Background: an optimization exercise with open tools, aiming at small area, a short achievable clock period and few clock cycles. Do not read the settings as production practice. Function was checked by simulation only, so behaviour that the tests miss may differ from the original. No activity file was given, so power comes from the tool's default toggle rates.

**flow/config.mk**
```make
export PLATFORM = sky130hd
export DESIGN_NAME = plx_top
export DESIGN_NICKNAME = plx_top
export VERILOG_FILES = /design/flow/design.v
export SDC_FILE = /design/flow/constraint.sdc
export NUM_CORES = 4
export LEC_CHECK = 0
export CAP_MARGIN = 20
export CORE_MARGIN = 2
export CORE_UTILIZATION = 40
export PLACE_DENSITY = 0.6
export SETUP_SLACK_MARGIN = 0.3
export SLEW_MARGIN = 20
```
**flow/constraint.sdc**
```tcl
create_clock -name core_clock -period 13.0 [get_ports {clk}]
set_input_delay 2.6000 -clock core_clock [delete_from_list [all_inputs] [get_ports {clk}]]
set_output_delay 2.6000 -clock core_clock [all_outputs]
set_load 0.01 [all_outputs]
```
**flow/design.v**
```verilog
module plx_top (
    input             clk,
    input             rst,
    input             host_valid,
    input             host_write,
    input      [4:0]  host_addr,      
    input      [31:0] host_wdata,
    output            host_ready,
    output reg        host_rvalid,
    output reg [31:0] host_rdata,
    output            mem_rreq,
    output     [31:0] mem_raddr,
    input             mem_rgnt,
    input             mem_rvalid,
    input      [7:0]  mem_rdata,
    output            mem_wreq,
    output     [31:0] mem_waddr,
    output     [7:0]  mem_wdata,
    input             mem_wgnt
);
    localparam [1:0] ST_UNCONF = 2'd0, ST_CONF = 2'd1, ST_HALT = 2'd3;
    localparam [1:0] C_IDLE = 2'd0, C_CHECK = 2'd1, C_COPY = 2'd2;
    localparam [3:0] K_STR = 4'd0, K_RINIT = 4'd1, K_RADD = 4'd2, K_RITER = 4'd3,
                     K_ABINIT = 4'd4, K_ABITER = 4'd5, K_LEN1 = 4'd6, K_LEN2 = 4'd7,
                     K_CAP = 4'd8, K_DST = 4'd9, K_GO = 4'd10;
    reg [1:0]  state;
    reg [7:0]  sg_format;
    reg [31:0] sg_width, sg_height;
    reg        sg_crop_en;
    reg [31:0] sg_crop_w, sg_crop_h;
    reg [31:0] spd_addr, spd_stride;
    reg [31:0] dst_addr, dst_cap;
    reg [7:0]  g_format;
    reg [31:0] g_width, g_height;
    reg        g_crop_en;
    reg [31:0] g_crop_w, g_crop_h;
    reg [2:0]  pd_valid;
    reg [31:0] pd_addr0, pd_addr1, pd_addr2;
    reg [31:0] pd_stride0, pd_stride1, pd_stride2;
    reg        badplane;
    reg [1:0]  err_e;             
    reg [1:0]  err_s;
    reg        out_valid;
    reg [31:0] out_addr;
    reg [29:0] ab;                
    reg        cmderr;
    reg        v_sf, v_sw, v_sh, v_scw, v_sch, v_pda, v_pds, v_dsta, v_dstc;
    reg        v_gf, v_gw, v_gh, v_gcw, v_gch;
    wire [7:0]  sg_format_v  = v_sf  ? sg_format  : 8'd0;
    wire [31:0] sg_width_v   = v_sw  ? sg_width   : 32'd0;
    wire [31:0] sg_height_v  = v_sh  ? sg_height  : 32'd0;
    wire [31:0] sg_crop_w_v  = v_scw ? sg_crop_w  : 32'd0;
    wire [31:0] sg_crop_h_v  = v_sch ? sg_crop_h  : 32'd0;
    wire [31:0] spd_addr_v   = v_pda ? spd_addr   : 32'd0;
    wire [31:0] spd_stride_v = v_pds ? spd_stride : 32'd0;
    wire [31:0] dst_addr_v   = v_dsta ? dst_addr  : 32'd0;
    wire [31:0] dst_cap_v    = v_dstc ? dst_cap   : 32'd0;
    wire [7:0]  g_format_v   = v_gf  ? g_format   : 8'd0;
    wire [31:0] g_width_v    = v_gw  ? g_width    : 32'd0;
    wire [31:0] g_height_v   = v_gh  ? g_height   : 32'd0;
    wire [31:0] g_crop_w_v   = v_gcw ? g_crop_w   : 32'd0;
    wire [31:0] g_crop_h_v   = v_gch ? g_crop_h   : 32'd0;
    reg        ready_q;
    reg        t_v, t_w;
    reg [4:0]  t_a;
    reg [31:0] t_d;
    reg        tc_cfg, tc_set, tc_ext, tc_srst, tc_bad;
    assign host_ready = ready_q;
    wire host_fire = host_valid && ready_q;
    wire h_cmd   = host_fire && host_write && (host_addr == 5'd0);
    wire h_rsv0  = (host_wdata[31:16] == 16'd0);
    wire h_arg0  = (host_wdata[15:8] == 8'd0);
    wire h_cfg   = h_rsv0 && h_arg0 && (host_wdata[7:0] == 8'h01);
    wire h_set   = h_rsv0 && (host_wdata[7:0] == 8'h02);
    wire h_ext   = h_rsv0 && h_arg0 && (host_wdata[7:0] == 8'h03);
    wire h_srst  = h_rsv0 && h_arg0 && (host_wdata[7:0] == 8'h04);
    wire [31:0] eff_w = g_crop_en ? g_crop_w_v : g_width_v;
    wire [31:0] eff_h = g_crop_en ? g_crop_h_v : g_height_v;
    wire [30:0] half_w = eff_w[31:1];
    wire [30:0] half_h = eff_h[31:1];
    wire        hw_one = (half_w == 31'd1);
    wire        hh_one = (half_h == 31'd1);
    wire fmt_ok  = (g_format_v == 8'd1) || (g_format_v == 8'd2);
    wire odd_dim = g_width_v[0] || g_height_v[0] || (g_crop_en && (g_crop_w_v[0] || g_crop_h_v[0]));
    wire t_cmd    = tc_cfg || tc_set || tc_ext || tc_srst || tc_bad;
    wire rejected = tc_bad || ((state == ST_HALT) && !tc_srst);
    wire [7:0] arg = t_d[15:8];
    wire early_fail = (state == ST_UNCONF) || !fmt_ok || badplane || odd_dim ||
                      (pd_valid != 3'b111);
    reg  [1:0]  ctl;
    wire [32:0] ab4 = {1'b0, ab, 2'b00};
    wire        ab_sel1 = (ctl == C_IDLE) && t_a[3];    
    wire [32:0] ab_sum = ab4 + (ab_sel1 ? {3'b000, ab} : {2'b00, ab, 1'b0});
    wire [31:0] status = {8'd0, 2'b00, err_e, 2'b00, err_s, 2'd0, pd_valid, cmderr, badplane,
                          out_valid, 2'b00, err_e, 2'd0, state};
    wire [1:0] sem1 = out_valid ? g_format[1:0] : 2'd0;
    wire [1:0] sem2 = out_valid ? {g_format[0], g_format[1]} : 2'd0;
    wire [31:0] rd_mux =
        ({32{(t_a == 5'd1)}} & status) |
        ({32{(t_a == 5'd2 && v_sf)}} & {24'd0, sg_format}) |
        ({32{(t_a == 5'd3 && v_sw)}} & sg_width) |
        ({32{(t_a == 5'd4 && v_sh)}} & sg_height) |
        ({32{(t_a == 5'd5)}} & {31'd0, sg_crop_en}) |
        ({32{(t_a == 5'd6 && v_scw)}} & sg_crop_w) |
        ({32{(t_a == 5'd7 && v_sch)}} & sg_crop_h) |
        ({32{(t_a == 5'd8 && v_pda)}} & spd_addr) |
        ({32{(t_a == 5'd9 && v_pds)}} & spd_stride) |
        ({32{(t_a == 5'd10 && v_dsta)}} & dst_addr) |
        ({32{(t_a == 5'd11 && v_dstc)}} & dst_cap) |
        ({32{(t_a == 5'd12 && v_gf)}} & {24'd0, g_format}) |
        ({32{(t_a == 5'd13 && v_gw)}} & g_width) |
        ({32{(t_a == 5'd14 && v_gh)}} & g_height) |
        ({32{(t_a == 5'd15)}} & {31'd0, g_crop_en}) |
        ({32{(t_a == 5'd16 && v_gcw)}} & g_crop_w) |
        ({32{(t_a == 5'd17 && v_gch)}} & g_crop_h) |
        ({32{(t_a == 5'd18 && out_valid)}} & ab_sum[31:0]) |
        ({32{(t_a == 5'd19 && out_valid)}} & out_addr) |
        ({32{(t_a == 5'd21 && out_valid)}} & ab4[31:0]) |
        ({32{(t_a == 5'd24 && out_valid)}} & ab4[31:0]) |
        ({32{(t_a == 5'd25 && out_valid)}} & {2'b00, ab}) |
        ({32{(t_a == 5'd26)}} & {30'd0, sem1}) |
        ({32{(t_a == 5'd28 && out_valid)}} & ab_sum[31:0]) |
        ({32{(t_a == 5'd29 && out_valid)}} & {2'b00, ab}) |
        ({32{(t_a == 5'd30)}} & {30'd0, sem2});
    reg [3:0]  step;
    reg [1:0]  pl;                
    reg        fl_v;              
    reg [1:0]  fl_e, fl_s;
    reg [32:0] acc;               
    reg [32:0] mc;                
    reg [31:0] mr;                
    reg [31:0] raddr, waddr;
    reg        lc_q, lr_q;        
    reg [2:0]  fr_ok;             
    reg [2:0]  pd_sbad;           
    reg [2:0]  pd_small;          
    reg        rreq_q, wreq_q, rdone;
    reg [2:0]  cnt;               
    reg [2:0]  fc;                
    reg [7:0]  q0, q1, q2, q3;    
    wire [31:0] p_w = (pl == 2'd0) ? eff_w : {1'b0, half_w};
    wire [31:0] p_h = (pl == 2'd0) ? eff_h : {1'b0, half_h};
    wire [31:0] p_addr = (pl == 2'd0) ? pd_addr0 : (pl == 2'd1) ? pd_addr1 : pd_addr2;
    wire [31:0] p_stride = (pl == 2'd0) ? pd_stride0 : (pl == 2'd1) ? pd_stride1 : pd_stride2;
    wire [31:0] n_addr = (pl == 2'd0) ? pd_addr1 : pd_addr2;
    wire        empty = (eff_w == 32'd0) || (eff_h == 32'd0);
    wire        geo_small = (eff_w[31:30] == 2'd0) && (eff_h[31:16] == 16'd0);
    wire [2:0]  fast_ok = {3{geo_small}} & pd_small;
    wire        set_sbad = spd_stride_v < ((arg == 8'd0) ? eff_w : {1'b0, half_w});
    wire        set_small = (spd_addr_v[31:30] == 2'd0) && (spd_stride_v[31:15] == 17'd0);
    wire        mr_zero = (mr == 32'd0);
    wire [32:0] add_b = (ctl == C_COPY) ? {1'b0, p_stride} : mc;
    wire [32:0] acc_add = acc + add_b;
    wire        range_over = acc[32] && (acc[31:0] != 32'd0);
    wire        ab_big = (acc[32:30] != 3'd0) || (!mr_zero && (mc[32:30] != 3'd0));
    wire        cap_bad = acc[32] || (acc[31:0] > dst_cap_v);
    wire        dst_bad = acc_add[32] && (acc_add[31:0] != 32'd0);
    wire racc = rreq_q && mem_rgnt;
    wire wacc = wreq_q && mem_wgnt;
    wire rdone_n = rdone || (racc && lc_q && lr_q && (pl == 2'd2));
    wire [2:0] cnt_n = cnt + {2'b00, racc} - {2'b00, wacc};
    wire [2:0] fc_w  = fc - {2'b00, wacc};           
    wire [2:0] fc_n  = fc_w + {2'b00, mem_rvalid};
    assign mem_rreq  = rreq_q;
    assign mem_raddr = raddr;
    assign mem_wreq  = wreq_q;
    assign mem_waddr = waddr;
    assign mem_wdata = q0;
    task automatic clear_frame;
        begin
            pd_valid <= 3'd0;
            badplane <= 1'b0;
        end
    endtask
    task automatic clear_results;
        begin
            err_e <= 2'd0; err_s <= 2'd0;
            out_valid <= 1'b0;
        end
    endtask
    task automatic clear_all;
        begin
            state <= ST_UNCONF;
            v_sf <= 1'b0; v_sw <= 1'b0; v_sh <= 1'b0; v_scw <= 1'b0; v_sch <= 1'b0;
            v_pda <= 1'b0; v_pds <= 1'b0; v_dsta <= 1'b0; v_dstc <= 1'b0;
            v_gf <= 1'b0; v_gw <= 1'b0; v_gh <= 1'b0; v_gcw <= 1'b0; v_gch <= 1'b0;
            sg_crop_en <= 1'b0; g_crop_en <= 1'b0;
            cmderr <= 1'b0;
            clear_frame;
            clear_results;
        end
    endtask
    task automatic fail(input [1:0] e, input [1:0] s);
        begin
            clear_results;
            err_e <= e;
            err_s <= s;
            clear_frame;
            if (e == 2'd2)
                state <= ST_HALT;
            ctl <= C_IDLE;
            ready_q <= 1'b1;
        end
    endtask
    always @(posedge clk) begin
        t_w <= host_write;
        t_a <= host_addr;
        t_d <= host_wdata;
        host_rdata <= rd_mux;
    end
    always @(posedge clk) begin
        if (rst) begin
            clear_all;
            ready_q <= 1'b1;
            t_v <= 1'b0;
            tc_cfg <= 1'b0; tc_set <= 1'b0; tc_ext <= 1'b0; tc_srst <= 1'b0; tc_bad <= 1'b0;
            host_rvalid <= 1'b0;
            ctl <= C_IDLE;
            rreq_q <= 1'b0;
            wreq_q <= 1'b0;
            fl_v <= 1'b0;
        end else begin
            t_v <= host_fire;
            tc_cfg  <= h_cmd && h_cfg;
            tc_set  <= h_cmd && h_set;
            tc_ext  <= h_cmd && h_ext;
            tc_srst <= h_cmd && h_srst;
            tc_bad  <= h_cmd && !(h_cfg || h_set || h_ext || h_srst);
            host_rvalid <= t_v && !t_w;
            if (ctl == C_IDLE && !tc_ext)
                ready_q <= !(h_cmd && h_ext);
            if (t_v && t_w) begin
                case (t_a)
                    5'd2:  begin sg_format  <= t_d[7:0]; v_sf <= 1'b1; end
                    5'd3:  begin sg_width   <= t_d; v_sw <= 1'b1; end
                    5'd4:  begin sg_height  <= t_d; v_sh <= 1'b1; end
                    5'd5:  sg_crop_en <= t_d[0];
                    5'd6:  begin sg_crop_w  <= t_d; v_scw <= 1'b1; end
                    5'd7:  begin sg_crop_h  <= t_d; v_sch <= 1'b1; end
                    5'd8:  begin spd_addr   <= t_d; v_pda <= 1'b1; end
                    5'd9:  begin spd_stride <= t_d; v_pds <= 1'b1; end
                    5'd10: begin dst_addr   <= t_d; v_dsta <= 1'b1; end
                    5'd11: begin dst_cap    <= t_d; v_dstc <= 1'b1; end
                    default: ;
                endcase
            end
            if (t_cmd) begin
                if (rejected) begin
                    cmderr <= 1'b1;
                    if (tc_ext)
                        ready_q <= 1'b1;
                end else begin
                    cmderr <= 1'b0;
                    if (tc_srst) begin
                        clear_all;
                    end else if (tc_cfg) begin
                        g_format  <= sg_format;
                        g_width   <= sg_width;
                        g_height  <= sg_height;
                        g_crop_en <= sg_crop_en;
                        g_crop_w  <= sg_crop_w;
                        g_crop_h  <= sg_crop_h;
                        v_gf <= v_sf; v_gw <= v_sw; v_gh <= v_sh; v_gcw <= v_scw; v_gch <= v_sch;
                        clear_frame;
                        clear_results;
                        state <= ST_CONF;
                    end else if (tc_set) begin
                        if (arg >= 8'd3) begin
                            badplane <= 1'b1;
                        end else if (arg == 8'd0) begin
                            pd_valid[0] <= 1'b1; pd_addr0 <= spd_addr_v; pd_stride0 <= spd_stride_v;
                            pd_sbad[0] <= set_sbad; pd_small[0] <= set_small;
                        end else if (arg == 8'd1) begin
                            pd_valid[1] <= 1'b1; pd_addr1 <= spd_addr_v; pd_stride1 <= spd_stride_v;
                            pd_sbad[1] <= set_sbad; pd_small[1] <= set_small;
                        end else begin
                            pd_valid[2] <= 1'b1; pd_addr2 <= spd_addr_v; pd_stride2 <= spd_stride_v;
                            pd_sbad[2] <= set_sbad; pd_small[2] <= set_small;
                        end
                    end else begin
                        if (state == ST_UNCONF)
                            fail(2'd1, 2'd3);
                        else if (!fmt_ok)
                            fail(2'd1, 2'd0);
                        else if (badplane)
                            fail(2'd1, 2'd1);
                        else if (odd_dim)
                            fail(2'd1, 2'd2);
                        else if (pd_valid != 3'b111)
                            fail(2'd2, 2'd0);
                        else if (pd_sbad != 3'd0)
                            fail(2'd2, 2'd1);
                        else begin
                            ctl <= C_CHECK;
                            step <= (empty || fast_ok == 3'b111) ? K_ABINIT : K_RINIT;
                            fr_ok <= fast_ok;
                            pl <= 2'd0;
                            fl_v <= 1'b0;
                        end
                    end
                end
            end
            case (ctl)
            C_CHECK: begin
                if (fl_v) begin
                    fail(fl_e, fl_s);
                end else begin
                    case (step)
                    K_RINIT: begin
                        acc <= {1'b0, p_addr};
                        mc <= {1'b0, p_w};
                        if (fr_ok[pl]) begin
                            if (pl == 2'd2)
                                step <= K_ABINIT;
                            else
                                pl <= pl + 2'd1;
                        end else
                            step <= K_RADD;
                    end
                    K_RADD: begin
                        acc <= acc_add;
                        mc <= {1'b0, p_stride};
                        mr <= p_h - 32'd1;
                        step <= K_RITER;
                    end
                    K_RITER: begin
                        fl_v <= range_over || (!mr_zero && mc[32]);
                        fl_e <= 2'd2; fl_s <= 2'd2;
                        if (mr_zero) begin
                            if (pl == 2'd2) begin
                                step <= K_ABINIT;
                            end else begin
                                pl <= pl + 2'd1;
                                step <= K_RINIT;
                            end
                        end else begin
                            if (mr[0])
                                acc <= acc_add;
                            mc <= {mc[32] | mc[31], mc[30:0], 1'b0};
                            mr <= {1'b0, mr[31:1]};
                        end
                    end
                    K_ABINIT: begin
                        acc <= 33'd0;
                        mc <= {2'b00, half_w};
                        mr <= {1'b0, half_h};
                        step <= K_ABITER;
                    end
                    K_ABITER: begin
                        fl_v <= ab_big;
                        fl_e <= 2'd3; fl_s <= 2'd0;
                        if (mr_zero)
                            step <= K_LEN1;
                        else begin
                            if (mr[0])
                                acc <= acc_add;
                            mc <= {mc[32] | mc[31], mc[30:0], 1'b0};
                            mr <= {1'b0, mr[31:1]};
                        end
                    end
                    K_LEN1: begin
                        ab <= acc[29:0];
                        step <= K_LEN2;
                    end
                    K_LEN2: begin
                        acc <= ab_sum;
                        mc <= {1'b0, dst_addr_v};
                        step <= K_CAP;
                    end
                    K_CAP: begin
                        fl_v <= cap_bad || dst_bad;
                        fl_e <= 2'd3; fl_s <= {1'b0, !cap_bad};
                        step <= K_GO;
                    end
                    default: begin  
                        err_e <= 2'd0; err_s <= 2'd0;
                        out_valid <= 1'b1;
                        out_addr <= dst_addr_v;
                        clear_frame;
                        state <= ST_CONF;
                        if (ab == 30'd0) begin
                            ctl <= C_IDLE;
                            ready_q <= 1'b1;
                        end else begin
                            ctl <= C_COPY;
                            pl <= 2'd0;
                            acc <= {1'b0, pd_addr0};
                            raddr <= pd_addr0;
                            mc <= {1'b0, eff_w};
                            mr <= eff_h;
                            lc_q <= 1'b0;       
                            lr_q <= 1'b0;       
                            waddr <= dst_addr_v;
                            rreq_q <= 1'b1;
                            wreq_q <= 1'b0;
                            rdone <= 1'b0;
                            cnt <= 3'd0;
                            fc <= 3'd0;
                        end
                    end
                    endcase
                end
            end
            C_COPY: begin
                if (racc) begin
                    if (!lc_q) begin
                        mc[31:0] <= mc[31:0] - 32'd1;
                        raddr <= raddr + 32'd1;
                        lc_q <= (mc[31:0] == 32'd2);
                    end else if (!lr_q) begin
                        mc[31:0] <= p_w;
                        mr <= mr - 32'd1;
                        acc <= acc_add;
                        raddr <= acc_add[31:0];
                        lc_q <= (pl != 2'd0) && hw_one;
                        lr_q <= (mr == 32'd2);
                    end else if (pl != 2'd2) begin
                        pl <= pl + 2'd1;
                        mc[31:0] <= {1'b0, half_w};
                        mr <= {1'b0, half_h};
                        acc <= {1'b0, n_addr};
                        raddr <= n_addr;
                        lc_q <= hw_one;
                        lr_q <= hh_one;
                    end
                end
                rdone <= rdone_n;
                cnt <= cnt_n;
                rreq_q <= !rdone_n && (cnt_n != 3'd4);
                if (wacc) begin
                    waddr <= waddr + 32'd1;
                    q0 <= q1; q1 <= q2; q2 <= q3;
                end
                if (mem_rvalid) begin
                    case (fc_w)
                        3'd0: q0 <= mem_rdata;
                        3'd1: q1 <= mem_rdata;
                        3'd2: q2 <= mem_rdata;
                        default: q3 <= mem_rdata;
                    endcase
                end
                fc <= fc_n;
                wreq_q <= (fc_n != 3'd0);
                if (rdone && cnt_n == 3'd0) begin
                    ctl <= C_IDLE;
                    ready_q <= 1'b1;
                    rreq_q <= 1'b0;
                    wreq_q <= 1'b0;
                end
            end
            default: ;
            endcase
        end
    end
endmodule
```
**flow/run.sh**
```bash
#!/bin/bash
# synth_recipe.tcl (not shown) runs the flow's synth.tcl, then flattens the netlist and writes it again
# the make line also repeats each setting of config.mk as NAME=value (left out here)
make -C /OpenROAD-flow-scripts/flow DESIGN_CONFIG=/design/flow/config.mk WORK_HOME=/design/flow/orfs CLKGATE_MAP_FILE= SYNTH_SCRIPT=/design/flow/synth_recipe.tcl finish
```
==> results_dict.tcl, run 1 <==
set metrics [dict create \
    drive_above_1_share 0.0918 \
    cts_root_buf "clkbuf_16" \
    drv_cap 0 \
    grt_max_degree 67 \
    path_clk_slew_ns 0.07 \
    yosysMostFrequentCell "edfxtp_1" \
    wl_met1_um 85600 \
    cellPowerDensity_nw_per_um2 117 \
    synth_edf_count 875 \
    die_h_um 365 \
    synthTopCellsByCount "edfxtp_1 (875), nand2_1 (418), nor2_1 (356)" \
    clk_latency_ns 0.77 \
    gp_congestion 1.02 \
    tritoncts "built" \
    clock_skew_ns 0.0624 \
    synthTopCellsByArea "edfxtp_1 (50%), dfxtp_1 (4.3%), ha_1 (3.4%), nand2_1 (3.0%), a21oi_1 (2.9%)" \
    cp.required_ns 13.62 \
    fmax_mhz 164 \
    final.min_clock_period_ns 6.09 \
    grt_usage 0.330 \
    top_regs "acc x33, mc x33" \
    met3_length_um 34100 \
    wire_per_inst_um 33.8 \
    power.leakage_nw 20.5 \
    rsz0062_at_grt "false" \
    pin_count 160 \
    synth_nets 4901 \
    synth_cells 4706 \
    ys_types 96 \
    crit_type "reg -> reg" \
    synth_seq_area_share 0.547 \
    synthFlopType "edfxtp_1" \
    dpl_worst_slack_ns 7.04 \
    status "finished clean" \
    dieArea_sq_um 133000 \
    cp-start-kind "flip-flop" \
    finalNetCount 4992 \
    cts_hold_buf 0 \
    worst-path-max-fanout 66 \
    start_util 0.403 \
    end_kind "flip-flop" \
    core_sq_um 129000 \
    yosys.area.top_type_share 0.505 \
    place_hpwl_um 162000 \
    slew_violations 0 \
    tns_ns 0 \
    htreeDepth 3 \
    hold_violations 0 \
    final-setup-viol-count 0 \
    antenna_found_initial 19 \
    cpPeakStageDelay_ns 0.73 \
    avgSynthCellArea_sq_um 11.1 \
    fillers 11700 \
    cts_buffers 108 \
    wl_met2_um 91300 \
    cts.sinks 986 \
    vias_per_cell 6.61 \
    top_layer_used "met5" \
    crit_arrival_ns 6.72 \
    overflow 0 \
    routed_wl_um 225000 \
    io_buffers 159 \
    synth_area_leader_cell "edfxtp_1" \
    drtIter0Drc 8095 \
    area_delta_synth_final_pct 14.6 \
    rows 132 \
    ir_drop_v 0.000108 \
    hold_path.class "reg -> reg" \
    slew_headroom 0.167 \
    final.period_utilization 0.469 \
    grt_pass1_vias 40600 \
    drt-pass1-iter-count 8 \
    fin_ws_ns 6.91 \
    drcViolationCount 0 \
    crit_top_cell "a21oi_1" \
    die_w_um 365 \
    ant_nets 0 \
    crit_path_cell_trace "inv_1, ha_4, buf_4, buf_4, mux2_2, ha_1, a21oi_1, o21ai_1, a2111oi_0, a21oi_1, a31oi_1, a21oi_1, nor2_1, xnor2_1, or4_1, o31a_1" \
    grt_pass1_wl_um 310000 \
    ys.warnings.count 1 \
    worstMarginPinSlew_ns 1.24 \
    crit_slowest_cell "buf_4" \
    cts_buffer_depth 3 \
    cts_resized 0 \
    ys_seq_elements 986 \
    post-cts-setup-buffers 0 \
    syn_area_sq_um 52100 \
    async_reset_ff_frac 0 \
    via_count 43900 \
]
-- worst max-delay path, delay by kind of cell (launching register included) --
kind,cells,cell delay [ns]
buf+inv,3,1.39
xor+xnor,1,0.13
simple gates,2,0.68
flops,1,0.33
fa+ha+maj,2,0.99
compound gates,7,2.00
mux,1,0.42
-- kinds of logic (layout without fill, tap and decap cells) --
logic type / count (synthesis) / after routing / share of synthesized area
DFF: 986 / 986 / 0.547
muxes: 187 / 187 / 0.0379
other: 0 / 5 / 0
buffers and inverters: 339 / 525 / 0.0253
xor gates and xnor gates: 198 / 198 / 0.0333
and+or+nand+nor: 1462 / 1462 / 0.137
adders and majority gates: 144 / 144 / 0.0350
AOI/OAI and AO/OA: 1390 / 1390 / 0.184
-- worst paths after layout --
check,slack (ns),from,cells past startpoint,endpoint
hold reg to reg,0.40,sg_crop_w[3]$_DFFE_PP_,0,g_crop_w[3]$_DFFE_PP_
setup / recovery,6.91,ctl[0]$_SDFF_PP0_,16,fl_v$_SDFF_PP0_
hold / removal,0.40,sg_crop_w[3]$_DFFE_PP_,0,g_crop_w[3]$_DFFE_PP_
setup reg to reg,6.91,ctl[0]$_SDFF_PP0_,16,fl_v$_SDFF_PP0_
-- layout make-up --
class	instances	area [sq um]	area share
flip-flops and latches	986	28500	0.478
multi-input cells	3381	22500	0.378
clock buffers	139	3000	0.0502
repair buffers	272	2480	0.0416
well taps	1742	2180	0.0365
clock inverters	66	781	0.0131
inverters	48	180	0.00302
diodes	5	12.5	0.000210
-- placed cells by master, fill, tap and decap left out, drive strengths merged, types with 46 or more instances in the layout --
cell type,instances
xnor2,99
nor2,357
o211ai,46
edfxtp,875
nor4,61
nand2,418
dfxtp,111
xor2,99
inv,50
nand3,163
a221oi,63
and2,131
buf,113
nand4,73
o21ai,281
clkdlybuf4s50,159
ha,140
clkbuf,139
mux2i,106
a22o,86
a222oi,74
a22oi,178
nor3,70
a21oi,300
mux2,81
-- layer usage --
layer	up-vias	global-route usage
met4	10	0.179
met5	-	0
li1	18600	-
met3	545	0.120
met2	3194	0.462
met1	21600	0.441
-- stage by stage --
| stage | area, sq um | power [mW] | cells | hold slack (ns) | util |
|---|---|---|---|---|---|
| 3_5_place_dp | 55800 | 3.76 | 6426 | 0.406 | 0.432 |
| 4_1_cts | 59600 | 6.98 | 6631 | 0.411 | 0.461 |
| 3_3_place_gp | 55800 | 3.75 | 6424 | 0.401 | 0.431 |
| 6_report | 59600 | 6.98 | 6639 | 0.398 | 0.461 |
| 2_1_floorplan | 52100 | 3.65 | 4706 | 0.388 | - |
| 5_1_grt | 59600 | 7.12 | 6634 | 0.426 | 0.461 |
-- report_power, final --
part | switching [mW] | internal (mW) | total [mW]
sequential | 0.0246 | 3.43 | 3.45
clock | 1.37 | 1.91 | 3.28
combinational | 0.164 | 0.0831 | 0.247
total | 1.56 | 5.42 | 6.98
Testbench counts, summed over its fixed seeds: cycles 52,013.
==> inputs of run 2 (changes only) <==
--- a/flow/design.v
+++ b/flow/design.v
@@ -125,3 +125,3 @@
     reg [3:0]  step;
-    reg [1:0]  pl;                
+    reg [2:0]  ph;                
     reg        fl_v;              
@@ -131,3 +131,3 @@
     reg [31:0] mr;                
-    reg [31:0] raddr, waddr;
+    reg [31:0] raddr;
     reg        lc_q, lr_q;        
@@ -140,7 +140,9 @@
     reg [7:0]  q0, q1, q2, q3;    
-    wire [31:0] p_w = (pl == 2'd0) ? eff_w : {1'b0, half_w};
-    wire [31:0] p_h = (pl == 2'd0) ? eff_h : {1'b0, half_h};
-    wire [31:0] p_addr = (pl == 2'd0) ? pd_addr0 : (pl == 2'd1) ? pd_addr1 : pd_addr2;
-    wire [31:0] p_stride = (pl == 2'd0) ? pd_stride0 : (pl == 2'd1) ? pd_stride1 : pd_stride2;
-    wire [31:0] n_addr = (pl == 2'd0) ? pd_addr1 : pd_addr2;
+    wire [31:0] p_w = ph[0] ? eff_w : {1'b0, half_w};
+    wire [30:0] hh_m1 = half_h - 31'd1;
+    wire [31:0] p_hm1 = ph[0] ? {hh_m1, 1'b1} : {1'b0, hh_m1};
+    wire [31:0] p_addr = ({32{ph[0]}} & pd_addr0) | ({32{ph[1]}} & pd_addr1) | ({32{ph[2]}} & pd_addr2);
+    wire [31:0] p_stride = ({32{ph[0]}} & pd_stride0) | ({32{ph[1]}} & pd_stride1) |
+                           ({32{ph[2]}} & pd_stride2);
+    wire [31:0] n_addr = ph[0] ? pd_addr1 : pd_addr2;
     wire        empty = (eff_w == 32'd0) || (eff_h == 32'd0);
@@ -159,3 +161,3 @@
     wire wacc = wreq_q && mem_wgnt;
-    wire rdone_n = rdone || (racc && lc_q && lr_q && (pl == 2'd2));
+    wire rdone_n = rdone || (racc && lc_q && lr_q && ph[2]);
     wire [2:0] cnt_n = cnt + {2'b00, racc} - {2'b00, wacc};
@@ -166,3 +168,3 @@
     assign mem_wreq  = wreq_q;
-    assign mem_waddr = waddr;
+    assign mem_waddr = out_addr;    
     assign mem_wdata = q0;
@@ -296,3 +298,3 @@
                             fr_ok <= fast_ok;
-                            pl <= 2'd0;
+                            ph <= 3'b001;
                             fl_v <= 1'b0;
@@ -311,7 +313,7 @@
                         mc <= {1'b0, p_w};
-                        if (fr_ok[pl]) begin
-                            if (pl == 2'd2)
+                        if ((fr_ok & ph) != 3'd0) begin
+                            if (ph[2])
                                 step <= K_ABINIT;
                             else
-                                pl <= pl + 2'd1;
+                                ph <= {ph[1:0], 1'b0};
                         end else
@@ -322,3 +324,3 @@
                         mc <= {1'b0, p_stride};
-                        mr <= p_h - 32'd1;
+                        mr <= p_hm1;
                         step <= K_RITER;
@@ -329,6 +331,6 @@
                         if (mr_zero) begin
-                            if (pl == 2'd2) begin
+                            if (ph[2]) begin
                                 step <= K_ABINIT;
                             end else begin
-                                pl <= pl + 2'd1;
+                                ph <= {ph[1:0], 1'b0};
                                 step <= K_RINIT;
@@ -385,3 +387,3 @@
                             ctl <= C_COPY;
-                            pl <= 2'd0;
+                            ph <= 3'b001;
                             acc <= {1'b0, pd_addr0};
@@ -392,3 +394,2 @@
                             lr_q <= 1'b0;       
-                            waddr <= dst_addr_v;
                             rreq_q <= 1'b1;
@@ -414,6 +415,6 @@
                         raddr <= acc_add[31:0];
-                        lc_q <= (pl != 2'd0) && hw_one;
+                        lc_q <= !ph[0] && hw_one;
                         lr_q <= (mr == 32'd2);
-                    end else if (pl != 2'd2) begin
-                        pl <= pl + 2'd1;
+                    end else if (!ph[2]) begin
+                        ph <= {ph[1:0], 1'b0};
                         mc[31:0] <= {1'b0, half_w};
@@ -430,3 +431,3 @@
                 if (wacc) begin
-                    waddr <= waddr + 32'd1;
+                    out_addr <= out_addr + 32'd1;
                     q0 <= q1; q1 <= q2; q2 <= q3;
@@ -444,2 +445,3 @@
                 if (rdone && cnt_n == 3'd0) begin
+                    out_addr <= dst_addr_v;
                     ctl <= C_IDLE;
==> flow/flow/run.sh (new file) <==
#!/bin/bash
# Standard ORFS layout (standard synthesis unchanged); the only difference is a larger setup
# margin for the flow's timing repair, so that it keeps improving paths well inside the period.
set -euo pipefail
bash standard.sh SETUP_SLACK_MARGIN=8.5 finish > layout.log 2>&1
==> flow/standard.sh (new file) <==
#!/bin/bash
# synth_recipe.tcl (not shown) runs the flow's synth.tcl, then flattens the netlist and writes it again
# the make line also repeats each setting of config.mk as NAME=value (left out here)
make -C /OpenROAD-flow-scripts/flow DESIGN_CONFIG=/design/flow/config.mk WORK_HOME=/design/flow/orfs CLKGATE_MAP_FILE= SYNTH_SCRIPT=/design/flow/synth_recipe.tcl "${@:-finish}"
--- a/flow/config.mk
+++ b/flow/config.mk
@@ -11,3 +11,2 @@
 export PLACE_DENSITY = 0.6
-export SETUP_SLACK_MARGIN = 0.3
 export SLEW_MARGIN = 20
removed: flow/run.sh
==> run 2 against run 1 <==
  * Via count shrank 2.1%
  * Total power shrank 7.2%
  * Register-to-register slack gained 1.6 ns
  * Critical path type unchanged
  * Hold slack gained 0.022 ns
  * Sequential power shrank 3%
  * Largest power group unchanged
  * Highest routed layer unchanged
  * Sequential cell count shrank 31
  * Still clean
==> results_dict.tcl, run 2 <==
set metrics [dict create \
    dp_cells 6126 \
    yosys.area.top_type_share 0.505 \
    clock_skew_ns 0.0380 \
    rsz0062_at_grt "true" \
    async_reset_ff_frac 0 \
    grt_pass1_vias 39700 \
    fmax_mhz 222 \
    synth_cells 4524 \
    die_w_um 358 \
    power.leakage_nw 19.9 \
    synthXorXnorAreaFrac 0.0344 \
    pwr-share-comb 0.036 \
    antenna_found_initial 10 \
    yosys.area_share.simple 0.128 \
    area_delta_synth_final_pct 16.1 \
    fillers 11300 \
    syn_area_sq_um 50200 \
    final-setup-viol-count 0 \
    yosysMostFrequentCell "edfxtp_1" \
    slew_violations 0 \
    synth_nets 4720 \
    hold_path.class "reg -> reg" \
    status "finished clean" \
    synthAdderAreaFrac 0.0366 \
    cts_root_buf "clkbuf_16" \
    drv_cap 0 \
    grt_max_degree 77 \
    synth_top_family_by_area "compound AO/OA/AOI/OAI gates" \
    synth_compound_area_frac 0.199 \
    cts.sinks 955 \
    ys_seq_elements 955 \
    drcViolationCount 0 \
    worstMarginPinSlew_ns 1.29 \
    crit_type "reg -> reg" \
    fin_cells 6371 \
    cellPowerDensity_nw_per_um2 111 \
    cp_top_family "compound AO/OA/AOI/OAI gates" \
    core_sq_um 124000 \
    finalNetCount 4842 \
    synthTopCellsByCount "edfxtp_1 (844), nor2_1 (356), nand2_1 (340)" \
    path_clk_slew_ns 0.06 \
    synth_area_leader_cell "edfxtp_1" \
    end_kind "flip-flop" \
    drive_above_1_share 0.107 \
    ant_nets 0 \
    drt-pass1-iter-count 9 \
    crit_arrival_ns 5.05 \
    pin_count 160 \
    avgSynthCellArea_sq_um 11.1 \
    crit_buf_inv 1 \
    switching_share 0.228 \
    whs_ns 0.419 \
    gp_congestion 0.978 \
    final.min_clock_period_ns 4.50 \
    final.period_utilization 0.346 \
    synthTopCellsByArea "edfxtp_1 (51%), dfxtp_1 (4.4%), ha_1 (3.5%), o21ai_0 (3.1%), a21oi_1 (2.8%)" \
    worst-path-max-fanout 42 \
    dpl_worst_slack_ns 6.53 \
    tns_ns 0 \
    rows 129 \
    synthFlopType "edfxtp_1" \
    grt_pass1_wl_um 296000 \
    placed_area_sq_um 53800 \
    ys.warnings.count 1 \
    fin_ws_ns 8.50 \
    crit_slowest_cell "dfxtp_1" \
    htreeDepth 3 \
    ys_types 93 \
    final_area_sq_um 58200 \
    io_buffers 159 \
    hold_violations 0 \
    die_h_um 358 \
    overflow 0 \
    clk_latency_ns 0.73 \
    place_hpwl_um 152000 \
    power.switching_mw 1.48 \
    top_regs "acc x33, mc x33" \
    cp-start-kind "flip-flop" \
    synthMuxAreaShare 0.0239 \
    crit_path_cell_trace "and2_1, buf_4, a22oi_1, nand2_1, o21ai_0, ha_1, a21o_1, a21o_1, a21o_1, a21o_1, a21oi_1, nor2b_1, o21ai_0, o211ai_1, a21oi_1, o31a_1" \
    synth_seq_area_share 0.550 \
    layout_commonest_cell "edfxtp_1" \
    crit_top_cell "a21o_1" \
    cellInternalPower_mw 5.00 \
    fin_util 0.469 \
    synth_edf_count 844 \
    seq_power_share 0.516 \
    cpPeakStageDelay_ns 0.62 \
    cts_buffer_depth 3 \
    final_cell_mix "edfxtp_1 (844), nor2_1 (344), nand2_1 (335)" \
    routed_wl_um 214000 \
    clockPowerShare 0.448 \
    vias_per_cell 6.74 \
    tritoncts "built" \
    drtIter0Drc 7700 \
    dieArea_sq_um 128000 \
    wire_per_inst_um 33.6 \
    grt_usage 0.323 \
    cp.required_ns 13.55 \
    cts_hold_buf 0 \
    power_mw 6.48 \
    cts_buffers 104 \
    via_count 42900 \
    slew_headroom 0.141 \
    ir_drop_v 0.0000910 \
    start_util 0.404 \
]
==> run 2: power groups by stage <==
stage	sequential (mW)	clock, mW	combinational [mW]
6_report	3.34	2.90	0.233
2_1_floorplan	3.39	0	0.130
3_3_place_gp	3.41	0	0.212
5_1_grt	3.34	3.04	0.243
3_5_place_dp	3.41	0	0.214
4_1_cts	3.34	2.92	0.219
==> run 2: layer usage <==
metal / wire [um] / up-vias / GRT usage
met5: 243 / - / 0
met4: 9690 / 14 / 0.131
met3: 33200 / 464 / 0.121
met2: 87700 / 3225 / 0.459
met1: 83300 / 21200 / 0.443
li1: - / 18100 / -
==> run 2: timing repair <==
| item | in CTS | in global routing |
|---|---|---|
| hold endpoints to repair | 0 | 0 |
| setup buffers | 22 | 18 |
| pin swaps | 17 | 23 |
| endpoints found under the setup margin | 200 | 165 |
| gates resized for setup | 75 | 60 |
| cloned | 9 | 2 |
==> run 2: layout make-up <==
class / count / area, sq um / area share
diodes: 1 / 2.50 / 0.0000430
inverters: 56 / 235 / 0.00404
well taps: 1637 / 2050 / 0.0352
multi-input cells: 3223 / 22100 / 0.380
flip-flops and latches: 955 / 27600 / 0.473
clock inverters: 52 / 409 / 0.00703
repair buffers: 306 / 2940 / 0.0505
clock buffers: 141 / 2900 / 0.0497
==> run 2: path summary, 6_finish.rpt <==
path                                        startpoint                endpoint  slack, ns  depth (start not counted)
worst max-delay path            g_crop_en$_SDFFE_PP0P_    pd_sbad[1]$_DFFE_PP_       8.50                         16
worst min-delay path                       t_w$_DFF_P_  host_rvalid$_SDFF_PP0_       0.42                          1
worst max register to register  g_crop_en$_SDFFE_PP0P_    pd_sbad[1]$_DFFE_PP_       8.50                         16
worst min register to register             t_w$_DFF_P_  host_rvalid$_SDFF_PP0_       0.42                          1
==> run 2: cell families (layout without fill, tap and decap cells) <==
| logic type | after synthesis | count (layout) |
|---|---|---|
| flops | 955 | 955 |
| other cells | 0 | 1 |
| fa+ha+maj | 145 | 145 |
| simple gates | 1324 | 1329 |
| mux | 115 | 115 |
| xor+xnor | 197 | 197 |
| buf+inv | 353 | 555 |
| compound gates | 1435 | 1437 |
Testbench counts of run 2, summed over its fixed seeds: cycles 52,013.
==> inputs of run 3 (changes only) <==
--- a/flow/flow/run.sh
+++ b/flow/flow/run.sh
@@ -4,2 +4,2 @@
 set -euo pipefail
-bash standard.sh SETUP_SLACK_MARGIN=8.5 finish > layout.log 2>&1
+bash standard.sh SETUP_SLACK_MARGIN=9.2 finish > layout.log 2>&1
==> run 3 against run 2 <==
  * Critical endpoint is now acc[27]$_DFFE_PP_
  * Total power up 4.9%
  * Synthesized cell count unchanged
  * Non-clock buffer count up 314
  * Cell area up 9.1%
  * Core utilization up 4.3 points
  * Worst setup slack better by 0.024 ns
  * First-iteration DRC count up 14%
  * Sequential share of layout area down 3.9 points
  * Critical path depth up 3
  * Largest power group unchanged
  * Highest routed layer unchanged
  * Cell count up 5.5%
  * Register-to-register slack better by 0.02 ns
==> results_dict.tcl, run 3 <==
set metrics [dict create \
    status "finished clean" \
    cts_hold_buf 0 \
    slew_headroom 0.0963 \
    final.min_clock_period_ns 4.48 \
    crit_arrival_ns 5.01 \
    drcViolationCount 0 \
    worstMarginPinSlew_ns 1.34 \
    cts.sinks 955 \
    tns_ns 0 \
    async_reset_ff_frac 0 \
    place_hpwl_um 155000 \
    cp-startpoint "ph[1]$_DFFE_PN_" \
    io_buffers 159 \
    dieArea_sq_um 128000 \
    pin_count 160 \
    synth_area_leader_cell "edfxtp_1" \
    gp_congestion 1.04 \
    ys_seq_elements 955 \
    r2r_setup_slack_ns 8.52 \
    synth_compound_area_frac 0.199 \
    dpl_worst_slack_ns 6.57 \
    fmax_mhz 223 \
    cp.required_ns 13.54 \
    yosys.area_share.simple 0.128 \
    end_kind "flip-flop" \
    hold_violations 0 \
    synthTopCellsByCount "edfxtp_1 (844), nor2_1 (356), nand2_1 (340)" \
    power.leakage_nw 22.5 \
    start_util 0.404 \
    final-setup-viol-count 0 \
    ys.warnings.count 1 \
    antenna_found_initial 14 \
    hold_path.class "reg -> reg" \
    syn_area_sq_um 50200 \
    drive_above_1_share 0.253 \
    core_sq_um 124000 \
    fin_ws_ns 8.52 \
    finalNetCount 5168 \
    ys_types 93 \
    final_cell_mix "edfxtp_1 (844), buf_4 (369), nor2_1 (332)" \
    wire_per_inst_um 35.1 \
    die_h_um 358 \
    avgSynthCellArea_sq_um 11.1 \
    synth_top_family_by_area "compound AO/OA/AOI/OAI gates" \
    slew_violations 0 \
    synthXorXnorAreaFrac 0.0344 \
    cts_buffer_depth 3 \
    htreeDepth 3 \
    yosysMostFrequentCell "edfxtp_1" \
    layout_commonest_cell "edfxtp_1" \
    synthMuxAreaShare 0.0239 \
    synth_seq_area_share 0.550 \
    rsz0062_at_grt "true" \
    drtIter0Drc 8772 \
    drv_cap 0 \
    final.period_utilization 0.345 \
    cts_root_buf "clkbuf_16" \
    cp-start-kind "flip-flop" \
    synth_nets 4720 \
    cts_buffers 105 \
    crit_type "reg -> reg" \
    routed_wl_um 236000 \
    grt_usage 0.356 \
    worst-path-max-fanout 7 \
    ir_drop_v 0.000114 \
    synthFlopType "edfxtp_1" \
    via_count 45500 \
    grt_pass1_vias 41400 \
    die_w_um 358 \
    min_from "t_w$_DFF_P_" \
    ant_nets 0 \
    yosys.area.top_type_share 0.505 \
    clk_latency_ns 0.80 \
    grt_max_degree 67 \
    path_clk_slew_ns 0.06 \
    r2r-start "ph[1]$_DFFE_PN_" \
    synthAdderAreaFrac 0.0366 \
    overflow 0 \
    vias_per_cell 6.78 \
    synth_edf_count 844 \
    cellPowerDensity_nw_per_um2 107 \
    drt-pass1-iter-count 13 \
    synthTopCellsByArea "edfxtp_1 (51%), dfxtp_1 (4.4%), ha_1 (3.5%), o21ai_0 (3.1%), a21oi_1 (2.8%)" \
    synth_cells 4524 \
    area_delta_synth_final_pct 26.7 \
    rows 129 \
    top_regs "acc x33, mc x33" \
    tritoncts "built" \
    grt_pass1_wl_um 320000 \
    clock_skew_ns 0.104 \
]
-- run 3: logic make-up after synthesis --
logic type | after synthesis
muxes | 115
buffers and inverters | 353
AOI/OAI and AO/OA | 1435
and+or+nand+nor | 1324
DFF | 955
xor gates and xnor gates | 197
adders and majority gates | 145
-- run 3: per-stage QoR --
step                      hold slack [ns]  utilization  cells  cell area [sq um]  total power [mW]
after global placement              0.407        0.434   6123              53900              3.63
after floorplan                     0.388            -   4524              50800              3.53
after global routing                0.432        0.512   6701              63500              6.91
after detailed placement            0.410        0.434   6123              53900              3.63
final                               0.421        0.512   6719              63600              6.80
after CTS                           0.417        0.496   6609              61600              6.76
-- run 3: metal layers --
metal  vias to the layer above  part of all wire  GRT usage
met4                         8             0.076      0.222
met3                       719              0.17      0.158
met1                     22100              0.35      0.451
li1                      18800                 -          -
met2                      3892              0.40      0.493
met5                         -           0.00023          0
-- run 3: worst paths after layout --
kind	end	cells past startpoint
max	acc[27]$_DFFE_PP_	19
min	host_rvalid$_SDFF_PP0_	1
max reg2reg	acc[27]$_DFFE_PP_	19
min reg2reg	host_rvalid$_SDFF_PP0_	1
-- run 3: layout make-up --
cell class	instances	area (sq um)
Clock buffer	123	2780
Inverter	56	240
Sequential cell	955	27600
Timing Repair Buffer	620	5690
Multi-Input combinational cell	3234	24300
Clock inverter	75	842
Fill cell	10800	60600
Antenna cell	19	47.5
Tap cell	1637	2050
-- run 3: repair_timing --
| item | CTS | global route |
|---|---|---|
| pin swaps | 189 | 142 |
| buffers inserted | 256 | 87 |
| gates resized for setup | 921 | 241 |
| setup endpoints to repair | 726 | 662 |
| gates cloned | 32 | 3 |
-- run 3: where the power goes --
group | switching, mW | internal [mW]
registers | 0.0269 | 3.32
clock network | 1.39 | 1.77
logic | 0.187 | 0.108
-- run 3: critical path: stages, from the launching register on --
cell and delay, ns:
edfxtp_1 0.42, buf_6 0.15, buf_12 0.14, buf_4 0.13
buf_6 0.11, a222oi_1 0.40, a21oi_1 0.21, ha_2 0.40
o211ai_1 0.09, buf_4 0.16, a2111oi_4 0.34, a21oi_2 0.16
a21boi_2 0.23, a41oi_2 0.23, o21ai_2 0.29, a311oi_2 0.15
xor2_1 0.18, buf_4 0.15, o21ai_2 0.05, a22o_1 0.23
==> inputs of run 4 (changes only) <==
==> flow/flow/run.sh (replaced) <==
#!/bin/bash
# The standard layout (standard synthesis unchanged) with two changes to how it is made:
# - the timing repair aims at a larger setup margin, so it keeps improving paths that are
#   already well inside the clock period;
# - the port buffers are buf_4 cells instead of the resizer's default pick.
# The make output goes to layout.log; each ORFS step's own log is under orfs/logs/.
set -euo pipefail
bash standard.sh SETUP_SLACK_MARGIN=8.5 "BUFFER_PORTS_ARGS=-buffer_cell sky130_fd_sc_hd__buf_4" finish > layout.log 2>&1
==> run 4 against run 3 <==
  * Critical endpoint is now out_addr[8]$_DFFE_PP_
  * First-iteration DRC count is 13% lower
  * Clock power hardly changed
  * Via count is 5.6% lower
  * Count of clock-buffer cells in the layout is 19 higher
  * Non-clock buffer count is 308 lower
  * Sequential power hardly changed
  * Sequential share of layout area is 3.8 points higher
  * Hold slack worse by 0.0010 ns
==> results_dict.tcl, run 4 <==
set metrics [dict create \
    worstMarginPinSlew_ns 1.25 \
    synthFlopType "edfxtp_1" \
    final-setup-viol-count 0 \
    reg2reg_depth 16 \
    crit_top_cell "buf_12" \
    start_util 0.404 \
    worst-path-max-fanout 7 \
    via_count 43000 \
    yosys.area.top_type_share 0.505 \
    grt_pass1_wl_um 298000 \
    multi_input_area_sq_um 22100 \
    tritoncts "built" \
    cellPowerDensity_nw_per_um2 115 \
    gp_congestion 0.990 \
    vias_per_cell 6.74 \
    synth_top_family_by_area "compound AO/OA/AOI/OAI gates" \
    drtIter0Drc 7626 \
    overflow 0 \
    drt-pass1-iter-count 13 \
    power.switching_mw 1.49 \
    fillers 11300 \
    synth_edf_count 844 \
    rows 129 \
    cts_buffer_depth 3 \
    synthTopCellsByCount "edfxtp_1 (844), nor2_1 (356), nand2_1 (340)" \
    hold_violations 0 \
    routed_wl_um 217000 \
    die_w_um 358 \
    cts_root_buf "clkbuf_16" \
    cellInternalPower_mw 5.22 \
    grt_max_degree 95 \
    synth_seq_area_share 0.550 \
    wire_per_inst_um 34.0 \
    crit_path_cell_trace "buf_12, nand2_8, inv_12, ha_4, inv_4, ha_4, inv_2, fa_2, xor2_2, xnor2_1, and3_4, buf_12, buf_6, buf_6, nand2b_4, buf_12, nand3_1, o21ai_0" \
    cts_buffers 102 \
    ir_drop_v 0.0000996 \
    min_from "t_w$_DFF_P_" \
    crit_slowest_cell "fa_2" \
    cts_hold_buf 0 \
    crit_type "in -> reg" \
    htreeDepth 3 \
    holdPathEnd "host_rvalid$_SDFF_PP0_" \
    top_regs "acc x33, mc x33" \
    path_clk_slew_ns 0.07 \
    switching_share 0.222 \
    synth_nets 4720 \
    clock_skew_ns 0.0521 \
    antenna_found_initial 9 \
    pin_count 160 \
    crit_arrival_ns 5.02 \
    synth_area_leader_cell "edfxtp_1" \
    cts.sinks 955 \
    place_hpwl_um 153000 \
    grt_usage 0.326 \
    async_reset_ff_frac 0 \
    drive_above_1_share 0.145 \
    io_buffers 159 \
    pwr-share-comb 0.034 \
    final_cell_mix "edfxtp_1 (844), nor2_1 (343), nand2_1 (335)" \
    whs_ns 0.420 \
    die_h_um 358 \
    clockPowerShare 0.467 \
    avgSynthCellArea_sq_um 11.1 \
    clk_latency_ns 0.73 \
    ys_seq_elements 955 \
    drcViolationCount 0 \
    syn_area_sq_um 50200 \
    final_area_sq_um 58300 \
    r2r-end "fl_v$_SDFF_PP0_" \
    finalNetCount 4845 \
    dieArea_sq_um 128000 \
    cp.required_ns 13.47 \
    yosysMostFrequentCell "edfxtp_1" \
    slew_headroom 0.168 \
    final.period_utilization 0.350 \
    drv_cap 0 \
    final.min_clock_period_ns 4.55 \
    synthXorXnorAreaFrac 0.0344 \
    placed_area_sq_um 53400 \
    area_delta_synth_final_pct 16.2 \
    end_kind "flip-flop" \
    hold_path.class "reg -> reg" \
    ys_types 93 \
    cp-start-kind "input port" \
    status "finished clean" \
    synthMuxAreaShare 0.0239 \
    layout_commonest_cell "edfxtp_1" \
    power.leakage_nw 20.3 \
    synthTopCellsByArea "edfxtp_1 (51%), dfxtp_1 (4.4%), ha_1 (3.5%), o21ai_0 (3.1%), a21oi_1 (2.8%)" \
    synthAdderAreaFrac 0.0366 \
    slew_violations 0 \
    synth_compound_area_frac 0.199 \
    grt_pass1_vias 39800 \
    fmax_mhz 220 \
    tns_ns 0 \
    seq_power_share 0.499 \
    rsz0062_at_grt "true" \
    synth_cells 4524 \
    ys.warnings.count 1 \
    core_sq_um 124000 \
    yosys.area_share.simple 0.128 \
    whs_path_depth 1 \
    regArea_sq_um 27600 \
    cpPeakStageDelay_ns 0.34 \
    power_mw 6.70 \
    r2r-start "ph[2]$_DFFE_PN_" \
    r2r_setup_slack_ns 8.54 \
    ant_nets 0 \
]
-- run 4: cell counts after synthesis --
No cell type changed its count.
-- run 4: cell families (layout without fill, tap and decap cells) --
logic type	after synthesis	after routing
fa+ha+maj	145	145
mux	115	115
compound gates	1435	1436
flops	955	955
buf+inv	353	561
simple gates	1324	1329
xor+xnor	197	197
other cells	0	6
-- run 4: layout make-up --
class	count	share of cell area
Multi-Input combinational cell	3222	0.379
Antenna cell	6	0.000258
Tap cell	1637	0.0352
Inverter	56	0.00408
Clock buffer	142	0.0510
Sequential cell	955	0.473
Timing Repair Buffer	312	0.0462
Clock inverter	51	0.0111
-- run 4: metrics by stage --
stage               std cells  setup slack (ns)   util
floorplan                4524              7.94      -
global placement         6122              7.08  0.430
detailed placement       6122              7.08  0.430
CTS                      6341              8.38  0.463
global route             6375              8.32  0.469
finish                   6381              8.45  0.469
-- run 4: how the worst max path moves through the flow --
stage                           start                     end  cells past startpoint
finish                       mem_wgnt   out_addr[8]$_DFFE_PP_                     18
global route          ph[2]$_DFFE_PN_         fl_v$_SDFF_PP0_                     16
CTS                 v_dstc$_SDFF_PP0_         fl_v$_SDFF_PP0_                     11
detailed placement           mem_wgnt  out_addr[29]$_DFFE_PP_                     13
global placement             mem_wgnt  out_addr[29]$_DFFE_PP_                     13
floorplan                    mem_wgnt   out_addr[0]$_DFFE_PP_                     14
-- run 4: power by group through the flow --
| stage | clock network, mW | logic, mW | registers, mW |
|---|---|---|---|
| 6_report | 3.13 | 0.231 | 3.34 |
| 5_1_grt | 3.26 | 0.241 | 3.34 |
| 4_1_cts | 3.14 | 0.217 | 3.34 |
| 3_5_place_dp | 0 | 0.213 | 3.41 |
| 3_3_place_gp | 0 | 0.212 | 3.41 |
| 2_1_floorplan | 0 | 0.130 | 3.39 |
-- run 4: layer usage --
layer,GRT usage,vias up,part of all wire,wire [um]
met4,0.130,8,0.045,9770
met2,0.465,3186,0.41,89500
met3,0.104,442,0.15,32300
li1,-,18100,-,-
met5,0,-,0.00023,50
met1,0.459,21300,0.39,85100
-- run 4: repair_timing --
item,in CTS,in global routing
endpoints found under the setup margin,192,177
hold endpoints to repair,0,0
buffers inserted,22,25
gates resized for setup,41,84
gates cloned,4,7
pin swaps,19,24
-- run 4: critical path, delay by kind of cell --
kind / cells / cell delay (ns)
XOR/XNOR: 2 / 0.31
AND/OR/NAND/NOR: 4 / 0.56
AO/OA/AOI/OAI: 1 / 0.09
buffers and inverters: 8 / 0.78
adder cells (fa/ha/maj): 3 / 0.66
==> inputs of run 5 (changes only) <==
--- a/flow/design.v
+++ b/flow/design.v
@@ -163,4 +163,9 @@
     wire [2:0] cnt_n = cnt + {2'b00, racc} - {2'b00, wacc};
-    wire [2:0] fc_w  = fc - {2'b00, wacc};           
-    wire [2:0] fc_n  = fc_w + {2'b00, mem_rvalid};
+    wire [2:0] fc_n  = fc + {2'b00, mem_rvalid} - {2'b00, wacc};
+    wire full_n  = ((cnt == 3'd4) && !wacc) || ((cnt == 3'd3) && racc && !wacc);
+    wire empty_n = ((fc == 3'd0) && !mem_rvalid) || ((fc == 3'd1) && wacc && !mem_rvalid);
+    wire fin     = rdone && ((cnt == 3'd0) || ((cnt == 3'd1) && wacc));
+    wire [3:0] push = {4{mem_rvalid}} &
+                      (wacc ? {fc == 3'd4, fc == 3'd3, fc == 3'd2, fc == 3'd1}
+                            : {fc == 3'd3, fc == 3'd2, fc == 3'd1, fc == 3'd0});
     assign mem_rreq  = rreq_q;
@@ -429,3 +434,3 @@
                 cnt <= cnt_n;
-                rreq_q <= !rdone_n && (cnt_n != 3'd4);
+                rreq_q <= !rdone_n && !full_n;
                 if (wacc) begin
@@ -435,12 +440,10 @@
                 if (mem_rvalid) begin
-                    case (fc_w)
-                        3'd0: q0 <= mem_rdata;
-                        3'd1: q1 <= mem_rdata;
-                        3'd2: q2 <= mem_rdata;
-                        default: q3 <= mem_rdata;
-                    endcase
+                    if (push[0]) q0 <= mem_rdata;
+                    if (push[1]) q1 <= mem_rdata;
+                    if (push[2]) q2 <= mem_rdata;
+                    if (push[3]) q3 <= mem_rdata;
                 end
                 fc <= fc_n;
-                wreq_q <= (fc_n != 3'd0);
-                if (rdone && cnt_n == 3'd0) begin
+                wreq_q <= !empty_n;
+                if (fin) begin
                     out_addr <= dst_addr_v;
--- a/flow/config.mk
+++ b/flow/config.mk
@@ -9,4 +9,4 @@
 export CORE_MARGIN = 2
-export CORE_UTILIZATION = 40
-export PLACE_DENSITY = 0.6
+export CORE_UTILIZATION = 55
+export PLACE_DENSITY = 0.7
 export SLEW_MARGIN = 20
==> run 5 against run 4 <==
  * Still clean on timing, DRC and antenna
  * Sequential power hardly changed
  * Sequential share of layout area rose by 0.48 points
  * Global-route usage grew 11 points
  * Clock skew grew 0.0040 ns
  * Core utilization grew 16 points
  * Critical path type unchanged
  * Largest cell class unchanged
  * Largest power group unchanged
==> results_dict.tcl, run 5 <==
set metrics [dict create \
    placed_area_sq_um 53300 \
    place_hpwl_um 147000 \
    htreeDepth 3 \
    clk_latency_ns 0.74 \
    drt-pass1-iter-count 9 \
    slew_violations 0 \
    fmax_mhz 219 \
    final_area_sq_um 57700 \
    synth_nets 4853 \
    status "finished clean" \
    synthFlopType "edfxtp_1" \
    crit_top_cell "buf_4" \
    grt_max_degree 92 \
    crit_arrival_ns 4.92 \
    cts_buffers 99 \
    vias_per_cell 7.36 \
    dieArea_sq_um 94500 \
    routed_wl_um 211000 \
    cts.sinks 955 \
    grt_usage 0.435 \
    ys_seq_elements 955 \
    antenna_found_initial 20 \
    cts_root_buf "clkbuf_16" \
    synth_seq_area_share 0.544 \
    grt_pass1_vias 40300 \
    path_clk_slew_ns 0.06 \
    top_regs "acc x33, mc x33" \
    syn_area_sq_um 50600 \
    slew_headroom 0.200 \
    fin_util 0.631 \
    drive_above_1_share 0.132 \
    async_reset_ff_frac 0 \
    worst-path-max-fanout 34 \
    pin_count 160 \
    ir_drop_v 0.000152 \
    drtIter0Drc 8808 \
    avgSynthCellArea_sq_um 10.9 \
    hold_violations 0 \
    end_kind "flip-flop" \
    start_util 0.553 \
    area_delta_synth_final_pct 14.0 \
    overflow 0 \
    die_w_um 307 \
    final.min_clock_period_ns 4.57 \
    cp_top_family "buffers and inverters" \
    cts_buffer_depth 3 \
    grt_pass1_wl_um 292000 \
    clock_skew_ns 0.0561 \
    cp.required_ns 13.36 \
    ys.warnings.count 1 \
    yosys.area.top_type_share 0.500 \
    cpPeakStageDelay_ns 0.48 \
    crit_type "in -> reg" \
    synthTopCellsByArea "edfxtp_1 (50%), dfxtp_1 (4.4%), ha_1 (3.4%), a21oi_1 (3.3%), nand2_1 (3.1%)" \
    core_sq_um 91500 \
    cellPowerDensity_nw_per_um2 113 \
    gp_congestion 1.04 \
    die_h_um 307 \
    wire_per_inst_um 34.8 \
    finalNetCount 4977 \
    power.leakage_nw 19.5 \
    fillers 7367 \
    synth_cells 4658 \
    yosysMostFrequentCell "edfxtp_1" \
    final.period_utilization 0.351 \
    tritoncts "built" \
    final_cell_mix "edfxtp_1 (844), nand2_1 (420), nor2_1 (341)" \
    synthTopCellsByCount "edfxtp_1 (844), nand2_1 (422), nor2_1 (353)" \
    tns_ns 0 \
    via_count 44600 \
    whs_ns 0.406 \
    crit_path_cell_trace "buf_4, inv_2, nand4_1, nor2_4, buf_4, buf_6" \
    synth_area_leader_cell "edfxtp_1" \
    rsz0062_at_grt "true" \
    io_buffers 159 \
    worstMarginPinSlew_ns 1.19 \
    ys_types 100 \
    crit_buf_inv 4 \
    hold_path.class "reg -> reg" \
    crit_slowest_cell "inv_2" \
    drv_cap 0 \
    cp-start-kind "input port" \
    synth_edf_count 844 \
    rows 111 \
    drcViolationCount 0 \
    final-setup-viol-count 0 \
    ant_nets 0 \
    layout_commonest_cell "edfxtp_1" \
]
==> run 5: cell types whose count changed after synthesis, sizes merged, moves of 11 or more <==
cell / change
nand3: -24
a211oi: +12
clkbuf: +15
nand4: +15
nand2: +83
a22oi: +29
buf: -11
a222oi: -44
a221oi: +12
and4: +15
o21ai: -12
a21oi: +58
==> run 5: cells by family (layout without fill, tap and decap cells) <==
kind of cell	count (synthesis)	in the layout	synth area share
flops	955	955	0.544
mux	110	110	0.0227
simple gates	1425	1425	0.138
compound gates	1474	1474	0.199
other cells	0	9	0
xor+xnor	195	195	0.0337
buf+inv	355	561	0.0268
fa+ha+maj	144	144	0.0361
==> run 5: per-layer routing <==
layer | routed length [um] | part of all wire | track usage
met5 | 86 | 0.00041 | 0
met4 | 13500 | 0.064 | 0.236
met3 | 38300 | 0.18 | 0.188
met2 | 85400 | 0.40 | 0.606
met1 | 73700 | 0.35 | 0.570
==> run 5: worst register-to-register path, cell delays in order, from the launching register on <==
cell and delay, ns:
dfxtp_2 0.31, buf_4 0.54, nand2_1 0.33, ha_1 0.40
nand3_1 0.10, or3_1 0.47, nor4_1 0.51, a211oi_1 0.13
a21oi_2 0.43, a21oi_2 0.24, nor4_1 0.21, nor4b_2 0.29
nand4bb_1 0.13, o32a_1 0.35
==> run 5: layout make-up <==
| type | instances | area (sq um) | share of cell area |
|---|---|---|---|
| flip-flops and latches | 955 | 27600 | 0.478 |
| clock buffers | 135 | 2690 | 0.0467 |
| repair buffers | 324 | 2760 | 0.0477 |
| inverters | 54 | 205 | 0.00356 |
| clock inverters | 48 | 586 | 0.0101 |
| multi-input cells | 3348 | 22400 | 0.388 |
| well taps | 1186 | 1480 | 0.0257 |
| diodes | 9 | 22.5 | 0.000390 |
==> run 5: final timing paths <==
check	startpoint	slack [ns]	cells after the start	end
setup / recovery	rst	8.43	6	pd_stride0[6]$_DFFE_PP_
hold / removal	t_w$_DFF_P_	0.41	1	host_rvalid$_SDFF_PP0_
setup reg to reg	v_dstc$_SDFF_PP0_	8.43	13	fl_v$_SDFF_PP0_
hold reg to reg	t_w$_DFF_P_	0.41	1	host_rvalid$_SDFF_PP0_
==> run 5: stage by stage <==
stage / instances / setup slack, ns / power [mW]
3_5_place_dp: 5815 / 7.55 / 3.63
3_3_place_gp: 5813 / 7.27 / 3.63
4_1_cts: 6029 / 8.50 / 6.48
6_report: 6059 / 8.43 / 6.52
2_1_floorplan: 4658 / 7.69 / 3.53
5_1_grt: 6050 / 8.29 / 6.62
==> run 5: what timing repair did <==
item / 4_1_cts / 5_1_grt
buffers inserted: 27 / 19
hold buffers: 0 / 0
endpoints found under the setup margin: 132 / 167
gates resized for setup: 55 / 52
cloned: 4 / 1
pin swaps: 15 / 28
==> run 5: where the power goes <==
group	switching [mW]	internal [mW]	leakage, nW	total, mW
Clock	1.29	1.63	1.59	2.92
Combinational	0.160	0.0896	9.74	0.250
Sequential	0.0306	3.32	8.14	3.35
Total	1.48	5.04	19.5	6.52
Testbench counts of run 5, summed over its fixed seeds: cycles 52,013.
==> inputs of run 6 (changes only) <==
--- a/flow/config.mk
+++ b/flow/config.mk
@@ -9,4 +9,4 @@
 export CORE_MARGIN = 2
-export CORE_UTILIZATION = 55
-export PLACE_DENSITY = 0.7
+export CORE_UTILIZATION = 40
+export PLACE_DENSITY = 0.6
 export SLEW_MARGIN = 20
==> run 6 against run 5 <==
  * Largest power group unchanged
  * Sequential share of layout area decreased by 0.55 points
  * Register-to-register slack got worse by 0.098 ns
  * Die area increased by 37%
  * Synthesized area unchanged
  * Largest cell class unchanged
  * Count of clock-buffer cells in the layout decreased by 8
  * First-iteration DRC count decreased by 18%
==> results_dict.tcl, run 6 <==
set metrics [dict create \
    status "finished clean" \
    drtIter0Drc 7193 \
    antenna_found_initial 11 \
    top_regs "acc x33, mc x33" \
    synth_seq_area_share 0.544 \
    fillers 11600 \
    power_mw 6.63 \
    reg2reg_depth 16 \
    grt_max_degree 88 \
    gp_congestion 1.02 \
    tritoncts "built" \
    path_clk_slew_ns 0.07 \
    vias_per_cell 6.67 \
    final.min_clock_period_ns 4.66 \
    yosysMostFrequentCell "edfxtp_1" \
    final_cell_mix "edfxtp_1 (844), nand2_1 (419), nor2_1 (342)" \
    synthFlopType "edfxtp_1" \
    cts_buffers 100 \
    worst-path-max-fanout 17 \
    cellPowerDensity_nw_per_um2 114 \
    io_buffers 159 \
    crit_buf_inv 2 \
    yosys.area.top_type_share 0.500 \
    synthTopCellsByCount "edfxtp_1 (844), nand2_1 (422), nor2_1 (353)" \
    slew_violations 0 \
    ys.warnings.count 1 \
    wl_met2_um 87800 \
    top_layer_used "met5" \
    cp-start-kind "flip-flop" \
    crit_arrival_ns 5.28 \
    synth_cells 4658 \
    cpPeakStageDelay_ns 0.50 \
    synth_edf_count 844 \
    syn_area_sq_um 50600 \
    met3_length_um 32500 \
    hold_path.class "reg -> reg" \
    htreeDepth 3 \
    cp.required_ns 13.61 \
    cts_root_buf "clkbuf_16" \
    drt-pass1-iter-count 7 \
    drv_cap 0 \
    min_from "t_w$_DFF_P_" \
    area_delta_synth_final_pct 15.2 \
    core_sq_um 126000 \
    r2r-end "fl_v$_SDFF_PP0_" \
    overflow 0 \
    fmax_mhz 214 \
    grt_pass1_vias 40000 \
    grt_pass1_wl_um 300000 \
    drcViolationCount 0 \
    rsz0062_at_grt "true" \
    power.leakage_nw 19.5 \
    cts_buffer_depth 3 \
    grt_usage 0.320 \
    die_w_um 360 \
    avgSynthCellArea_sq_um 10.9 \
    r2r_setup_slack_ns 8.34 \
    cp_top_family "simple AND/OR/NAND/NOR gates" \
    crit_slowest_cell "or4b_4" \
    hold_violations 0 \
    drive_above_1_share 0.135 \
    slew_headroom 0.135 \
    finalNetCount 4977 \
    layout_commonest_cell "edfxtp_1" \
    synthTopCellsByArea "edfxtp_1 (50%), dfxtp_1 (4.4%), ha_1 (3.4%), a21oi_1 (3.3%), nand2_1 (3.1%)" \
    via_count 43500 \
    place_hpwl_um 153000 \
    ir_drop_v 0.000117 \
    ys_seq_elements 955 \
    pin_count 160 \
    cts.sinks 955 \
]
-- run 6: cell types whose count changed in the layout (fill, tap and decap cells not counted), sizes merged, moves of 3 or more --
cell	change
clkbuf	-6
clkinvlp	+5
bufinv	+3
diode	-3
-- run 6: routing by layer --
| layer | vias up | global-route usage |
|---|---|---|
| li1 | 18500 | - |
| met5 | - | 0 |
| met2 | 3258 | 0.454 |
| met1 | 21300 | 0.437 |
| met4 | 10 | 0.147 |
| met3 | 458 | 0.111 |
-- run 6: layout make-up --
class                           instances  area [sq um]  share of cell area
Antenna cell                            6          15.0            0.000257
Clock buffer                          127          2700              0.0463
Clock inverter                         60           758              0.0130
Inverter                               54           205             0.00352
Multi-Input combinational cell       3348         22400               0.384
Sequential cell                       955         27600               0.472
Tap cell                             1650          2060              0.0354
Timing Repair Buffer                  323          2660              0.0455
-- run 6: cell families (layout without fill, tap and decap cells) --
| logic type | after synthesis | in the layout | share of synthesized area |
|---|---|---|---|
| multiplexers | 110 | 110 | 0.0227 |
| flip-flops | 955 | 955 | 0.544 |
| AND/OR/NAND/NOR | 1425 | 1425 | 0.138 |
| buffers and inverters | 355 | 564 | 0.0268 |
| adder cells (fa/ha/maj) | 144 | 144 | 0.0361 |
| other | 0 | 6 | 0 |
| AO/OA/AOI/OAI | 1474 | 1474 | 0.199 |
| XOR/XNOR | 195 | 195 | 0.0337 |
-- run 6: how the worst max path moves through the flow --
stage,from,end,slack [ns]
after CTS,ph[1]$_DFFE_PN_,fl_v$_SDFF_PP0_,8.32
final,ph[1]$_DFFE_PN_,fl_v$_SDFF_PP0_,8.34
after global placement,rst,spd_addr[25]$_DFFE_PP_,7.58
after global routing,ph[2]$_DFFE_PN_,fl_v$_SDFF_PP0_,8.20
after floorplan,rst,g_crop_h[0]$_DFFE_PP_,7.69
after detailed placement,rst,spd_addr[25]$_DFFE_PP_,7.52
-- run 6: power breakdown --
group	switching (mW)	leakage (nW)	total (mW)	internal, mW
Sequential	0.0289	8.14	3.35	3.32
Combinational	0.159	9.73	0.246	0.0871
Clock	1.32	1.67	3.03	1.71
-- run 6: stage by stage --
stage,cell area (sq um),setup WS (ns),hold slack [ns],std cells
final,58400,8.34,0.409,6523
after global routing,58300,8.20,0.441,6517
after CTS,57900,8.32,0.409,6491
after detailed placement,54000,7.52,0.399,6284
after global placement,53900,7.58,0.400,6281
after floorplan,50800,7.69,0.388,4658
-- run 6: what timing repair did --
action,in CTS,in global routing
pin swaps,19,28
setup endpoints to repair,252,150
setup buffers,18,22
resized for setup,42,49
hold buffers,0,0
gates cloned,2,2

Setup slack of run 6, layout unchanged: 8.337 ns with ideal ports, 8.337 ns with driving cells assumed (clock clkbuf_16, inputs buf_2), 7.723 ns with port delays also shifted by the 0.806 ns mid clock arrival.
